This design comes from an exercise in tuning for small area, a short achievable clock period and few clock cycles per item on the open sky130 flow, not from production work.
No functional check of the RTL was part of any run shown here.

File: design/flow/config.mk
export PLATFORM = sky130hd
export DESIGN_NAME = ct_meas
export DESIGN_NICKNAME = ct_meas
export VERILOG_FILES = /design/flow/design.v
export SDC_FILE = /design/flow/constraint.sdc
export NUM_CORES = 4
export LEC_CHECK = 0
export CAP_MARGIN = 20
export CORE_MARGIN = 2
export CORE_UTILIZATION = 40
export SETUP_SLACK_MARGIN = 5
export SLEW_MARGIN = 20
File: design/flow/constraint.sdc
create_clock -name core_clock -period 10.0 [get_ports {clk}]
set_input_delay 2.0000 -clock core_clock [delete_from_list [all_inputs] [get_ports {clk}]]
set_output_delay 2.0000 -clock core_clock [all_outputs]
set_load 0.01 [all_outputs]
File: design/flow/design.v
module ct_meas (
    input  wire        clk,
    input  wire        rst,         
    input  wire        start,       
    input  wire        mode,        
    input  wire [1:0]  chan,        
    input  wire [15:0] raw,         
    output wire        ready,
    output reg         done,
    output reg         accept,
    output reg  [1:0]  chan_next,
    output wire [34:0] ohms,
    output wire [15:0] vmv,
    output wire [27:0] digits,      
    output wire        alert
);
    localparam [1:0] F_IDLE = 2'd0,
                     F_INIT = 2'd1,
                     F_DIV  = 2'd2;
    localparam [26:0] VDIV = 27'd48904255;     
    reg [1:0]  state;
    reg [15:0] s;
    reg [1:0]  ch;
    reg        md;
    reg        slo, shi;       
    reg        nodiv;          
    reg [26:0] rem;            
    reg [4:0]  cnt;            
    reg        first;          
    reg [1:0]  xb;             
    reg        qd;             
    reg [34:0] q;
    reg [27:0] bcd;
    reg        fin;            
    reg        b_md, b_neg, b_acc;
    reg [1:0]  b_ch, b_cn;
    reg        vneg;           
    reg        rmode;          
    wire neg  = s[15];
    wire last = (cnt == 5'd1);
    assign ohms   = q;
    assign vmv    = q[15:0] ^ {16{vneg}};
    assign digits = bcd;
    assign alert  = rmode && (q[34:7] == 28'd0) && (q[6:0] <= 7'd80);
    assign ready = (state == F_IDLE) || (state == F_INIT && nodiv) ||
                   (state == F_DIV && last);
    wire take = start && ready;
    wire signed [15:0] sraw = raw;
    wire in_lo  = (sraw <= 16'sd8000);
    wire in_hi  = (sraw >= 16'sd24000);
    wire in_pos = !raw[15] && (raw != 16'd0);
    wire in_acc = (!in_lo && !in_hi) || (chan == 2'd3 && in_lo) ||
                  (chan == 2'd0 && in_hi);
    wire in_nodiv = !mode && (!in_acc || !in_pos);
    wire       acc_i = md || (!slo && !shi) || (ch == 2'd3 && slo) ||
                       (ch == 2'd0 && shi);
    wire [1:0] cn_i  = (md || acc_i) ? ch : slo ? ch + 2'd1 : ch - 2'd1;
    wire [1:0] lsel = s[14] ? 2'd3 : (s[13] || ch != 2'd3) ? 2'd2 : s[12] ? 2'd1 : 2'd0;
    reg [15:0] r_init;
    reg [4:0]  k_init;
    reg [1:0]  x_init;
    always @(*) begin
        case ({ch, lsel})
            {2'd0, 2'd3}: begin r_init = 16'd15776; k_init = 5'd6; x_init = 2'b00; end
            {2'd0, 2'd2}: begin r_init = 16'd3944; k_init = 5'd7; x_init = 2'b00; end
            {2'd1, 2'd3}: begin r_init = 16'd9750; k_init = 5'd8; x_init = 2'b00; end
            {2'd1, 2'd2}: begin r_init = 16'd2437; k_init = 5'd9; x_init = 2'b10; end
            {2'd2, 2'd3}: begin r_init = 16'd6250; k_init = 5'd10; x_init = 2'b00; end
            {2'd2, 2'd2}: begin r_init = 16'd6250; k_init = 5'd10; x_init = 2'b00; end
            {2'd3, 2'd3}: begin r_init = 16'd10437; k_init = 5'd11; x_init = 2'b10; end
            {2'd3, 2'd2}: begin r_init = 16'd2609; k_init = 5'd12; x_init = 2'b01; end
            {2'd3, 2'd1}: begin r_init = 16'd2609; k_init = 5'd12; x_init = 2'b01; end
            {2'd3, 2'd0}: begin r_init = 16'd0; k_init = 5'd18; x_init = 2'b10; end
            default: begin r_init = 16'bx; k_init = 5'bx; x_init = 2'bx; end
        endcase
    end
    wire [26:0] rem_init = md ? {2'b0, {s, 9'd373} ^ {25{neg}}} : {11'd0, r_init};
    wire [4:0]  cnt_init = md ? 5'd8 : k_init;
    wire [1:0]  xb_init  = md ? {neg, neg} : x_init;
    reg [19:0] kc;
    always @(*) begin
        case (ch)
            2'd0:    kc = 20'd986;
            2'd1:    kc = 20'd9750;
            2'd2:    kc = 20'd100000;
            default: kc = 20'd668000;
        endcase
    end
    wire [5:0]  c_nx  = {cnt - 5'd1, 1'b0};
    wire [15:0] vtail = neg ? 16'd58368 : 16'd8192;
    wire [3:0]  vi1   = c_nx[3:0] - 4'd1;
    wire [3:0]  vi2   = c_nx[3:0] - 4'd2;
    wire [5:0]  ki1   = c_nx - 6'd17;
    wire [5:0]  ki2   = c_nx - 6'd18;
    wire [1:0]  xb_nx = (state == F_INIT) ? xb_init :
                        md ? {c_nx >= 6'd2 && vtail[vi1], c_nx >= 6'd2 && vtail[vi2]}
                           : {c_nx >= 6'd18 && kc[ki1[4:0]], c_nx >= 6'd18 && kc[ki2[4:0]]};
    reg [27:0] kb6;
    always @(*) begin
        case ({b_md, b_ch})
            3'd0:    kb6 = 28'hFFFF67A;    
            3'd1:    kb6 = 28'hFFF68B6;    
            3'd2:    kb6 = 28'hFF66666;    
            3'd3:    kb6 = 28'hF998666;    
            default: kb6 = 28'h6666666;
        endcase
    end
    wire        sgn   = rem[26];
    wire [26:0] t     = {rem[25:0], xb[1]};
    wire [26:0] dvs   = md ? VDIV : {11'd0, s};
    wire [26:0] ad_a  = fin ? bcd[26:0] : t;
    wire [26:0] ad_b  = fin ? kb6[26:0] : (dvs ^ {27{!sgn}});
    wire        ad_c  = fin ? (b_md ? b_neg : qd) : !sgn;
    wire [27:0] ad_s  = {1'b0, ad_a} + {1'b0, ad_b} + {27'd0, ad_c};
    wire        qb1   = !ad_s[26];
    wire        sgn2  = ad_s[26];
    wire [26:0] t2    = {ad_s[25:0], xb[0]};
    wire [26:0] ad2_s = t2 + (dvs ^ {27{!sgn2}}) + {26'd0, !sgn2};
    wire [26:0] rem_n = ad2_s;
    wire        qb2   = !ad2_s[26];
    function automatic [27:0] add3(input [27:0] b);
        integer n;
        reg [3:0] d;
        begin
            for (n = 0; n < 7; n = n + 1) begin
                d = b[4*n +: 4];
                add3[4*n+3] = d[3] | (d[2] & d[1]) | (d[2] & d[0]);
                add3[4*n+2] = (d[3] & d[0]) | (d[2] & !d[1] & !d[0]);
                add3[4*n+1] = (d[3] & !d[0]) | (!d[2] & d[1]) | (d[1] & d[0]);
                add3[4*n+0] = (d[3] & !d[0]) | (!d[3] & !d[2] & d[0]) |
                              (d[2] & d[1] & !d[0]);
            end
        end
    endfunction
    integer i;
    wire qin1 = md ? qb1 : (qd && !first);
    wire qin2 = md ? qb2 : qb1;
    wire [27:0] adj1   = add3(bcd);
    wire [27:0] bcd_h  = {adj1[26:0], qin1};
    wire [27:0] adj2   = add3(bcd_h);
    wire [27:0] bcd_sh = {adj2[26:0], qin2};
    reg [19:0] kneg;
    always @(*) begin
        case ({b_md, b_ch})
            3'd0:    kneg = 20'd1047590;  
            3'd1:    kneg = 20'd1038826;  
            3'd2:    kneg = 20'd948576;   
            3'd3:    kneg = 20'd380576;   
            default: kneg = 20'd0;
        endcase
    end
    wire [20:0] lo_s  = {1'b0, q[19:0]} + {1'b0, kneg} + {20'd0, !b_md && qd};
    wire [14:0] hi_m1 = q[34:20] - 15'd1;
    wire [34:0] q_cor = {(!b_md && !lo_s[20]) ? hi_m1 : q[34:20], lo_s[19:0]};
    wire [27:0] xs    = {bcd[27] ^ kb6[27] ^ ad_s[27], ad_s[26:0]};
    wire [6:0]  dcy;
    genvar g;
    generate
        for (g = 0; g < 6; g = g + 1) begin : dcarry
            assign dcy[g] = xs[4*g+4] ^ bcd[4*g+4] ^ kb6[4*g+4];
        end
    endgenerate
    assign dcy[6] = (bcd[27] & kb6[27]) | (ad_s[27] & (bcd[27] ^ kb6[27]));
    reg [27:0] bcd_cor;
    always @(*) begin
        for (i = 0; i < 7; i = i + 1)
            bcd_cor[4*i +: 4] = dcy[i] ? xs[4*i +: 4] : xs[4*i +: 4] - 4'd6;
    end
    always @(posedge clk) begin
        if (take) begin
            s     <= raw;
            ch    <= chan;
            md    <= mode;
            slo   <= in_lo;
            shi   <= in_hi;
            nodiv <= in_nodiv;
        end
        rem   <= (state == F_INIT) ? rem_init : rem_n;
        cnt   <= (state == F_INIT) ? cnt_init : cnt - 5'd1;
        xb    <= xb_nx;
        qd    <= qb2;
        first <= (state == F_INIT);
        if (state == F_INIT) begin
            b_md  <= md;
            b_neg <= neg;
            b_ch  <= ch;
            b_acc <= acc_i;
            b_cn  <= cn_i;
        end
        if (fin) begin
            q         <= q_cor;
            bcd       <= bcd_cor;
            accept    <= b_acc;
            chan_next <= b_cn;
            vneg      <= b_md && b_neg;
            rmode     <= !b_md;
        end else if (first) begin
            q   <= {33'd0, qin1, qin2};
            bcd <= {26'd0, qin1, qin2};
        end else begin
            q   <= {q[32:0], qin1, qin2};
            bcd <= bcd_sh;
        end
        if (rst) begin
            state <= F_IDLE;
            fin   <= 1'b0;
            done  <= 1'b0;
        end else begin
            done <= fin;
            fin  <= (state == F_INIT && nodiv) || (state == F_DIV && last);
            case (state)
                F_IDLE: if (take) state <= F_INIT;
                F_INIT: state <= nodiv ? (take ? F_INIT : F_IDLE) : F_DIV;
                default: if (last) state <= take ? F_INIT : F_IDLE;
            endcase
        end
    end
endmodule
File: design/flow/run.sh
#!/bin/bash
# synth_recipe.tcl (not shown) runs the flow's synth.tcl, then flattens the netlist and writes it again
# the make line also repeats each setting of config.mk as NAME=value (left out here)
make -C /OpenROAD-flow-scripts/flow DESIGN_CONFIG=/design/flow/config.mk WORK_HOME=/design/flow/orfs CLKGATE_MAP_FILE= SYNTH_SCRIPT=/design/flow/synth_recipe.tcl finish
==> results of run 1 <==
==> routing by layer <==
layer	routed length, um	up-vias
li1	-	5634
met1	17300	5546
met2	17600	391
met3	2100	56
met4	778	0
met5	0	-
==> kinds of logic after synthesis <==
logic type               Yosys count  synth area share, %
AND/OR/NAND/NOR                  453                 18.0
XOR/XNOR                         170                 12.7
flip-flops                       137                 26.7
multiplexers                      44                 4.09
adder cells (fa/ha/maj)           97                 10.2
buffers and inverters            129                 4.07
AO/OA/AOI/OAI                    454                 24.3
==> registers in the layout, indices dropped and copies added (netlist names), 2 cells and up <==
register   count
state          2
s             16
bcd           28
xb             2
rem           27
chan_next      2
ch             2
q             35
b_ch           2
cnt            5
b_cn           2
==> per-stage QoR <==
stage               area, um2  util (%)
finish                  15300      51.5
global route            15300      51.5
CTS                     15000      50.4
detailed placement      13600      45.7
global placement        13600      45.7
floorplan               12400         -
==> cell type report <==
cell class / instances / area share [%]
Inverter: 45 / 1.14
Sequential cell: 137 / 21.2
Clock inverter: 15 / 1.45
Tap cell: 390 / 3.19
Clock buffer: 17 / 2.78
Multi-Input combinational cell: 1218 / 58.4
Timing Repair Buffer: 186 / 11.9
==> how the worst max path moves through the flow <==
stage / endpoint / slack (ps)
2_1_floorplan: qd$_DFF_P_ / 4020
3_3_place_gp: qd$_DFF_P_ / 2840
3_5_place_dp: qd$_DFF_P_ / 2700
4_1_cts: bcd[0]$_DFF_P_ / 3770
5_1_grt: qd$_DFF_P_ / 3550
6_report: qd$_DFF_P_ / 3730
==> placed cells by master (no fill, tap or decap), drive strengths merged, types with 28 or more instances in the layout <==
cell and count:
inv 45, nor2b 32, nor3 37, xnor2 103, ha 87, buf 76
dfxtp 88, nand3 30, edfxtp 49, a21o 28, nor2 108, o21ai 127
a21oi 121, xor2 66, clkdlybuf4s50 106, nand2b 28, nand2 137, mux2 31
==> critical path: stages, from the launching register on <==
cell and delay [ps]:
edfxtp_1 500, buf_12 190, nor2_4 130, xnor2_2 130, nor2_2 60, fa_2 370, fa_2 390, a211oi_4 290
nor3_4 80, o211ai_2 250, a31oi_4 160, a41oi_4 350, xor2_4 250, buf_12 170, xnor2_1 80, ha_1 370
nand2_2 120, a211oi_4 60, nor4_2 310, o21bai_1 140, o22ai_2 220, o21ai_2 100, a31o_2 260, o2111a_2 290
o21ai_4 200, mux2_4 340, a21o_1 170, and2_1 150
==> timing repair <==
item,in CTS,in global routing
setup endpoints to repair,35,32
resized for setup,67,50
pin swaps,33,38
gates cloned,4,0
setup buffers,46,20
==> results.yml, run 1 <==
run_status:
  status: "finished clean"
global_route:
  use_met3_pct: 3.45
  grt_max_degree: 43
  grt_first_pass_wirelength_um: 59000
  grt_remaining_overflow: 0
  met1_usage_pct: 32.0
  use_met2_pct: 39.7
  antenna_found_initial: 0
  busiest_layer: "met2"
  grt_pass1_vias: 10929
  grtUsageTotal_pct: 23.8
clock_network:
  cts_buffers: 17
  clk_transition_reported_paths_ps: 70
  worstSkewPairLatency_ps: 440
  cts.path.max_buffers: 2
  clock-root-buffer: "clkbuf_16"
  cts_num_sinks: 137
  holdBufCountCts: 0
  htree_levels: 4
  cts_tree: "done"
floorplanning:
  coreArea_um2: 29700
  dieArea_um2: 31700
  dieWidth_um: 178
  start_util_pct: 40.8
  ioPinCount: 107
  core.rowCount: 63
  die_height_um: 178
cells_and_area:
  num-nets-final: 1719
  area_growth_pct: 26.3
  multiInputGateArea_um2: 8930
  final_cells: 2008
  num_antenna_cells: 0
  drive_above_1_share_pct: 16.7
  fillers: 2751
  regArea_um2: 3240
synth:
  synthesis.area_um2: 12100
  yosysSeqAreaShare_pct: 26.7
  synth_cells: 1484
  synth_top_area_cell: "dfxtp_1"
  synth_most_common_cell: "nand2_1"
  ys_types: 89
  synthArstFlopShare_pct: 0
  yosys-top-cells-count: "137 x nand2_1, 120 x a21oi_1, 117 x o21ai_0"
  postSynthNetCount: 1598
  synth_edf_count: 49
  synth_top_area_share_pct: 14.5
  synthTopCellsByArea: "dfxtp_1 15%, edfxtp_1 12%, ha_1 9.0%"
  ys_warn_count: 1
  synth-seq-cells: 137
  synthFlopType: "dfxtp_1"
  synth_area_per_cell_um2: 8.17
worst_hold_path:
  hold_end: "accept$_DFFE_PP_"
  holdPathStages: 0
  hp-class: "flop to flop"
  min_from: "b_acc$_DFFE_PP_"
timing:
  hold_violations: 0
  worstMarginPinSlew_ps: 979
  slew_headroom_pct: 34.2
  setup_viol: 0
  clock_skew_ps: 14.7
  holdWs_ps: 416
  drv_slew: 0
  setup_tns_ps: 0
  fin_crit_sh_pct: 62.7
  layout_setup_ws_ps: 3730
  fin_crit_ps: 6270
  rsz0062_at_grt: "true"
  fmaxAchievable_mhz: 160
critical_path:
  r2r_end: "qd$_DFF_P_"
  crit_start: "md$_DFFE_PP_"
  cp-end-kind: "flop"
  start_kind: "flop"
  path_max_fanout: 8
  reg2reg_depth: 27
  required_ps: 10320
  cp.arrival_ps: 6590
  crit_type: "flop to flop"
  rrSetupSlack_ps: 3730
  rr_startpoint: "md$_DFFE_PP_"
routing:
  antenna_left: 0
  first_pass_iters: 5
  vias: 11627
  wirelength_um: 37700
  drc: 0
  viasPerCell: 5.79
  routedWlPerCell_um: 18.8
  drt-initial-drc-count: 915
placed_design:
  gp_congestion: 0.923
  post-place-ws_ps: 2700
  dp.cells: 1906
  io_buffers: 106
  dp_hpwl_um: 26700
flow_run:
  cap_violations: 0
==> inputs of run 2 (changes only) <==
--- a/design/flow/design.v
+++ b/design/flow/design.v
@@ -14,3 +14,3 @@
     output wire [27:0] digits,      
-    output wire        alert
+    output reg         alert
 );
@@ -34,6 +34,5 @@
     reg        fin;            
-    reg        b_md, b_neg, b_acc;
+    reg        b_md, b_neg, b_acc, b_al;
     reg [1:0]  b_ch, b_cn;
     reg        vneg;           
-    reg        rmode;          
     wire neg  = s[15];
@@ -43,3 +42,2 @@
     assign digits = bcd;
-    assign alert  = rmode && (q[34:7] == 28'd0) && (q[6:0] <= 7'd80);
     assign ready = (state == F_IDLE) || (state == F_INIT && nodiv) ||
@@ -113,3 +111,4 @@
     wire        ad_c  = fin ? (b_md ? b_neg : qd) : !sgn;
-    wire [27:0] ad_s  = {1'b0, ad_a} + {1'b0, ad_b} + {27'd0, ad_c};
+    wire [28:0] ad_w  = {1'b0, ad_a, 1'b1} + {1'b0, ad_b, ad_c};    
+    wire [27:0] ad_s  = ad_w[28:1];
     wire        qb1   = !ad_s[26];
@@ -117,3 +116,4 @@
     wire [26:0] t2    = {ad_s[25:0], xb[0]};
-    wire [26:0] ad2_s = t2 + (dvs ^ {27{!sgn2}}) + {26'd0, !sgn2};
+    wire [27:0] ad2_w = {t2, 1'b1} + {dvs ^ {27{!sgn2}}, !sgn2};
+    wire [26:0] ad2_s = ad2_w[27:1];
     wire [26:0] rem_n = ad2_s;
@@ -151,3 +151,4 @@
     end
-    wire [20:0] lo_s  = {1'b0, q[19:0]} + {1'b0, kneg} + {20'd0, !b_md && qd};
+    wire [21:0] lo_w  = {1'b0, q[19:0], 1'b1} + {1'b0, kneg, !b_md && qd};
+    wire [20:0] lo_s  = lo_w[21:1];
     wire [14:0] hi_m1 = q[34:20] - 15'd1;
@@ -188,2 +189,3 @@
             b_cn  <= cn_i;
+            b_al  <= !md && ch == 2'd0 && !neg && s >= 16'd30295;
         end
@@ -195,3 +197,3 @@
             vneg      <= b_md && b_neg;
-            rmode     <= !b_md;
+            alert     <= b_al;
         end else if (first) begin
==> run 2 against run 1 <==
  * Clock skew about the same
  * Maximum frequency up 6.9%
  * Highest routed layer unchanged
  * Count of clock-buffer cells in the layout grew 5
  * First-iteration DRC count up 37%
  * Worst hold slack improved by 10 ps
  * Final area grew 12%
  * Synthesized area rose by 3.2%
  * Cell count grew 8.6%
  * Via count rose by 13%
==> results.yml, run 2 <==
critical_path:
  crit_start: "b_md$_DFFE_PP_"
  path_max_fanout: 7
  rrSetupSlack_ps: 4130
  cp_num_cells: 26
  r2r_end: "bcd[0]$_DFF_P_"
  start_kind: "flop"
  crit_type: "flop to flop"
  required_ps: 10310
  worst-path-buf-inv: 4
  max_stage_delay_ps: 500
  rr_startpoint: "b_md$_DFFE_PP_"
  cp.arrival_ps: 6180
  crit_end: "bcd[0]$_DFF_P_"
  cp-end-kind: "flop"
  path_delay_family: "compound AO/OA/AOI/OAI gates"
  reg2reg_depth: 26
  slowest_stage: "edfxtp_1"
global_route:
  antenna_found_initial: 1
  grt_pass1_vias: 12204
  grt_first_pass_wirelength_um: 66400
  grt_remaining_overflow: 0
  grt_max_degree: 62
  grtUsageTotal_pct: 25.1
clock_network:
  clk_transition_reported_paths_ps: 70
  clock-root-buffer: "clkbuf_16"
  cts_tree: "done"
  holdBufCountCts: 0
  htree_levels: 4
  cts_buffers: 17
  cts.path.max_buffers: 2
  worstSkewPairLatency_ps: 430
  cts_num_sinks: 138
cells_and_area:
  finish.utilization_pct: 56.1
  final_cells: 2180
  fillers: 2670
  largestRegisters: "q x35, bcd x28, rem x27"
  largest_register_ffs: 35
  final_common_cell: "nand2_1"
  drive_above_1_share_pct: 23.6
  final_cell_mix: "142 x nand2_1, 113 x nor2_1, 106 x clkdlybuf4s50_1"
  num-nets-final: 1883
  largest_register: "q"
  area_growth_pct: 37.4
timing:
  fin_crit_sh_pct: 58.7
  setup_tns_ps: 0
  clock_skew_ps: 15.0
  worstMarginPinSlew_ps: 1090
  hold_violations: 0
  fmaxAchievable_mhz: 170
  rsz0062_at_grt: "true"
  fin_crit_ps: 5870
  slew_headroom_pct: 26.0
  drv_slew: 0
  setup_viol: 0
flow_run:
  cap_violations: 0
synth:
  synth_edf_count: 50
  synthTopCellsByArea: "dfxtp_1 14%, edfxtp_1 12%, ha_1 8.9%"
  synth_top_area_cell: "dfxtp_1"
  synth_cells: 1576
  synthArstFlopShare_pct: 0
  yosysSeqAreaShare_pct: 26.1
  postSynthNetCount: 1689
  synth-seq-cells: 138
  synth_area_per_cell_um2: 7.94
  ys_types: 87
  synthFlopType: "dfxtp_1"
  yosys-top-cells-count: "149 x nand2_1, 133 x nor2_1, 124 x o21ai_0"
  synth_most_common_cell: "nand2_1"
  synth_top_area_share_pct: 14.1
  ys_warn_count: 1
  synthesis.area_um2: 12500
run_status:
  status: "finished clean"
floorplanning:
  coreArea_um2: 30700
  dieWidth_um: 181
  die_height_um: 181
  ioPinCount: 107
  dieArea_um2: 32700
  start_util_pct: 40.8
  core.rowCount: 64
placed_design:
  dp_hpwl_um: 28200
  io_buffers: 106
  dp.cells: 2002
  gp_congestion: 0.949
routing:
  drc: 0
  wirelength_um: 44700
  drt-initial-drc-count: 1257
  first_pass_iters: 6
  routedWlPerCell_um: 20.5
  vias: 13129
  antenna_left: 0
  viasPerCell: 6.02
worst_hold_path:
  hp-class: "flop to flop"
  min_from: "b_cn[0]$_DFFE_PP_"
-- run 2: changes by cell type in the layout (fill, tap and decap cells not counted), moves of 8 or more --
| cell | change |
|---|---|
| ha_1 | -13 |
| nor2_4 | +12 |
| nand2_1 | +8 |
| buf_6 | +35 |
| nor3_1 | +8 |
| buf_4 | +37 |
| nand3_1 | +10 |
| nor2_1 | +19 |
| ha_4 | +19 |
| xor2_1 | -14 |
| nand2b_1 | -9 |
| a21oi_1 | -15 |
-- run 2: how the worst min path moves through the flow --
stage	endpoint	slack, ps	depth (start not counted)
4_1_cts	chan_next[0]$_DFFE_PP_	430	0
3_3_place_gp	alert$_DFFE_PP_	400	0
3_5_place_dp	chan_next[0]$_DFFE_PP_	410	0
5_1_grt	chan_next[0]$_DFFE_PP_	430	0
2_1_floorplan	accept$_DFFE_PP_	400	0
6_report	chan_next[0]$_DFFE_PP_	430	0
-- run 2: kinds of logic (layout without fill, tap and decap cells) --
| family | Yosys count | after routing | share of synthesized area [%] |
|---|---|---|---|
| simple gates | 525 | 525 | 20.5 |
| fa+ha+maj | 96 | 96 | 9.61 |
| other cells | 0 | 1 | 0 |
| compound gates | 471 | 472 | 24.3 |
| mux | 42 | 42 | 3.64 |
| buf+inv | 138 | 344 | 4.32 |
| xor+xnor | 166 | 166 | 11.6 |
| flops | 138 | 138 | 26.1 |
-- run 2: area by class of cell --
class / instances / area [um2] / share of cell area [%]
multi-input combinational: 1301 / 10100 / 58.8
tap: 396 / 495 / 2.88
clock inverter: 10 / 98.8 / 0.575
antenna: 1 / 2.50 / 0.0145
timing repair buffer: 261 / 2520 / 14.7
clock buffer: 22 / 508 / 2.95
sequential: 138 / 3270 / 19.0
inverter: 51 / 193 / 1.12
-- run 2: stage by stage --
step,setup WS (ps),area (um2),hold WS (ps)
floorplan,4410,12800,400
global placement,3110,13900,402
global route,3980,17200,434
CTS,4290,16200,429
finish,4130,17200,426
detailed placement,2930,13900,408
-- run 2: timing repair --
item,CTS,global route
buffers inserted,98,42
setup endpoints to repair,42,30
pin swaps,76,99
gates resized for setup,172,137
gates cloned,5,0
-- run 2: layer usage --
layer / track usage [%] / routed length (um)
met5: 0 / 0
met4: 8.10 / 1610
met3: 3.95 / 3310
met2: 41.0 / 20500
met1: 33.8 / 19200
==> inputs of run 3 (changes only) <==
--- a/design/flow/design.v
+++ b/design/flow/design.v
@@ -108,7 +108,4 @@
     wire [26:0] dvs   = md ? VDIV : {11'd0, s};
-    wire [26:0] ad_a  = fin ? bcd[26:0] : t;
-    wire [26:0] ad_b  = fin ? kb6[26:0] : (dvs ^ {27{!sgn}});
-    wire        ad_c  = fin ? (b_md ? b_neg : qd) : !sgn;
-    wire [28:0] ad_w  = {1'b0, ad_a, 1'b1} + {1'b0, ad_b, ad_c};    
-    wire [27:0] ad_s  = ad_w[28:1];
+    wire [27:0] ad_w  = {t, 1'b1} + {dvs ^ {27{!sgn}}, !sgn};    
+    wire [26:0] ad_s  = ad_w[27:1];
     wire        qb1   = !ad_s[26];
@@ -155,3 +152,4 @@
     wire [34:0] q_cor = {(!b_md && !lo_s[20]) ? hi_m1 : q[34:20], lo_s[19:0]};
-    wire [27:0] xs    = {bcd[27] ^ kb6[27] ^ ad_s[27], ad_s[26:0]};
+    wire [29:0] bc_w  = {1'b0, bcd, 1'b1} + {1'b0, kb6, b_md ? b_neg : qd};
+    wire [27:0] xs    = bc_w[28:1];
     wire [6:0]  dcy;
@@ -163,3 +161,3 @@
     endgenerate
-    assign dcy[6] = (bcd[27] & kb6[27]) | (ad_s[27] & (bcd[27] ^ kb6[27]));
+    assign dcy[6] = bc_w[29];
     reg [27:0] bcd_cor;
--- a/design/flow/config.mk
+++ b/design/flow/config.mk
@@ -10,3 +10,3 @@
 export CORE_UTILIZATION = 40
-export SETUP_SLACK_MARGIN = 5
+export SETUP_SLACK_MARGIN = 3
 export SLEW_MARGIN = 20
==> run 3 against run 2 <==
  * Still clean on timing, DRC and antenna
  * Cell count decreased by 5.0%
  * Via count decreased by 9.3%
  * Setup slack got worse by 660 ps
==> results.yml, run 3 <==
synth:
  synth-seq-cells: 138
  synth_cells: 1584
  synthesis.area_um2: 12700
  synthFlopType: "dfxtp_1"
  postSynthNetCount: 1720
  ys_types: 80
  synth_area_per_cell_um2: 8.01
  yosys-top-cells-count: "153 x nand2_1, 139 x o21ai_0, 132 x xnor2_1"
  synthTopCellsByArea: "dfxtp_1 14%, edfxtp_1 12%, ha_1 11%"
  synth_edf_count: 50
  synth_top_area_cell: "dfxtp_1"
  synth_most_common_cell: "nand2_1"
  ys_warn_count: 1
  synth_top_area_share_pct: 13.9
  synthArstFlopShare_pct: 0
  yosysSeqAreaShare_pct: 25.7
flow_run:
  cap_violations: 0
floorplanning:
  dieWidth_um: 182
  ioPinCount: 107
  coreArea_um2: 31400
  dieArea_um2: 33200
  start_util_pct: 40.4
  core.rowCount: 65
  die_height_um: 182
cells_and_area:
  largestRegisters: "q x35, bcd x28, rem x27"
  finish.utilization_pct: 47.0
  largest_register: "q"
  fillers: 3122
  final_cell_mix: "153 x nand2_1, 138 x o21ai_0, 131 x xnor2_1"
  multiInputGateArea_um2: 8960
  largest_register_ffs: 35
  final_cells: 2071
  regArea_um2: 3260
  final_common_cell: "nand2_1"
  drive_above_1_share_pct: 4.98
  num-nets-final: 1791
  post-route-cell-area_um2: 14800
  area_growth_pct: 16.2
timing:
  holdWs_ps: 419
  fin_crit_sh_pct: 65.3
  layout_setup_ws_ps: 3470
  slew_headroom_pct: 27.1
  fin_crit_ps: 6530
  drv_slew: 0
  rsz0062_at_grt: "false"
  setup_tns_ps: 0
  fmaxAchievable_mhz: 153
  setup_viol: 0
  worstMarginPinSlew_ps: 1090
  hold_violations: 0
  clock_skew_ps: 16.5
global_route:
  grt_first_pass_wirelength_um: 57800
  grt_pass1_vias: 11129
  grt_remaining_overflow: 0
  grt_max_degree: 44
  antenna_found_initial: 1
  grtUsageTotal_pct: 21.3
placed_design:
  dp_hpwl_um: 26300
  dp.cells: 2033
  gp_congestion: 0.915
  io_buffers: 106
  post-place-ws_ps: 2780
  place_area_um2: 14100
routing:
  first_pass_iters: 5
  vias: 11903
  drc: 0
  antenna_left: 0
  routedWlPerCell_um: 17.2
  viasPerCell: 5.75
  wirelength_um: 35700
  drt-initial-drc-count: 858
worst_hold_path:
  hp-class: "flop to flop"
critical_path:
  start_kind: "flop"
  required_ps: 10350
  cp.arrival_ps: 6880
  crit_type: "flop to flop"
  cp-end-kind: "flop"
  path_max_fanout: 29
clock_network:
  cts_buffers: 17
  worstSkewPairLatency_ps: 440
  htree_levels: 4
  clock-root-buffer: "clkbuf_16"
  cts.path.max_buffers: 2
  cts_num_sinks: 138
  clk_transition_reported_paths_ps: 60
  cts_tree: "done"
run_status:
  status: "finished clean"
[run 3: cell types whose count changed after synthesis, sizes merged, moves of 9 or more]
cell	previous run	this run
ha	89	114
mux2	28	5
xnor2	113	133
nand3	43	26
o21ai	126	140
clkbuf	68	55
nor2	133	120
inv	49	61
nor3b	12	0
nand2b	19	29
xor2	53	62
[run 3: worst max-delay path: stages, from the launching register on]
cell        delay, ps
dfxtp_1           300
buf_4             290
clkinvlp_4        320
xnor2_1           250
ha_1              280
nor2b_1           150
o31a_1            300
o21ai_1           340
o211ai_1          130
buf_4             170
o211ai_1          200
buf_6             310
xnor2_1           160
ha_1              310
a21o_1            210
a21o_1            180
a21o_1            170
a211oi_1          280
o31ai_1           160
a2111oi_2         430
a21oi_1           230
a211oi_4          370
o22a_1            270
o41ai_4           120
mux2_2            300
nor3_1            180
[run 3: final timing paths]
kind	from	to	slack, ps	cells after the start
setup / recovery	rem[26]$_SDFF_PP0_	q[0]$_DFF_P_	3470	25
hold / removal	b_al$_DFFE_PP_	alert$_DFFE_PP_	420	0
setup reg to reg	rem[26]$_SDFF_PP0_	q[0]$_DFF_P_	3470	25
hold reg to reg	b_al$_DFFE_PP_	alert$_DFFE_PP_	420	0
[run 3: layout make-up]
| cell class | count | share of cell area (%) |
|---|---|---|
| inverter | 63 | 1.63 |
| antenna | 1 | 0.0170 |
| clock buffer | 20 | 3.10 |
| multi-input combinational | 1313 | 60.8 |
| sequential | 138 | 22.1 |
| clock inverter | 12 | 0.933 |
| tap | 402 | 3.41 |
| timing repair buffer | 122 | 8.03 |
[run 3: logic make-up after synthesis]
kind of cell | after synthesis | share of synthesized area, %
AO/OA/AOI/OAI | 518 | 26.5
XOR/XNOR | 195 | 13.6
adder cells (fa/ha/maj) | 116 | 11.4
buffers and inverters | 133 | 4.01
flip-flops | 138 | 25.7
multiplexers | 17 | 1.39
AND/OR/NAND/NOR | 467 | 17.4
[run 3: layer usage]
| layer | share of wire, % | vias up | wire, um | track usage, % |
|---|---|---|---|---|
| met2 | 44 | 342 | 15800 | 33.9 |
| met3 | 5.5 | 52 | 1960 | 4.11 |
| met5 | 0 | - | 0 | 0 |
| met1 | 48 | 5577 | 17200 | 29.3 |
| met4 | 2.3 | 0 | 834 | 6.55 |
| li1 | - | 5932 | - | - |
[run 3: repair_timing]
action	4_1_cts	5_1_grt
hold buffers	0	0
setup buffers	3	2
pin swaps	0	1
setup endpoints to repair	5	7
gates resized for setup	1	8

## afterwards: timing with drivers on the ports
The results above use ideal ports. As a check the final layouts listed here were re-extracted and re-timed, cells and wires unchanged.
Step 1: set_driving_cell puts a clkbuf_16 on clk and a buf_2 on each other input, an assumption about the parent block.
Step 2 times the ports against the registers' clock, not the clock port: input delays grow and output delays shrink by t, the midpoint of the rising clock arrivals with the driver on.
Slacks: ideal / step 1 / step 2; pairs: ideal / step 1.
run | t (ns) | slack for setup (ns) | latest minus earliest clock arrival (ns)
run 1 | 0.485 | 3.730 / 3.730 / 3.730 | 0.015 / 0.015
run 2 | 0.478 | 4.135 / 4.135 / 4.135 | 0.018 / 0.018
run 3 | 0.478 | 3.472 / 3.472 / 3.472 | 0.017 / 0.016
After both steps every run listed still meets setup and hold.
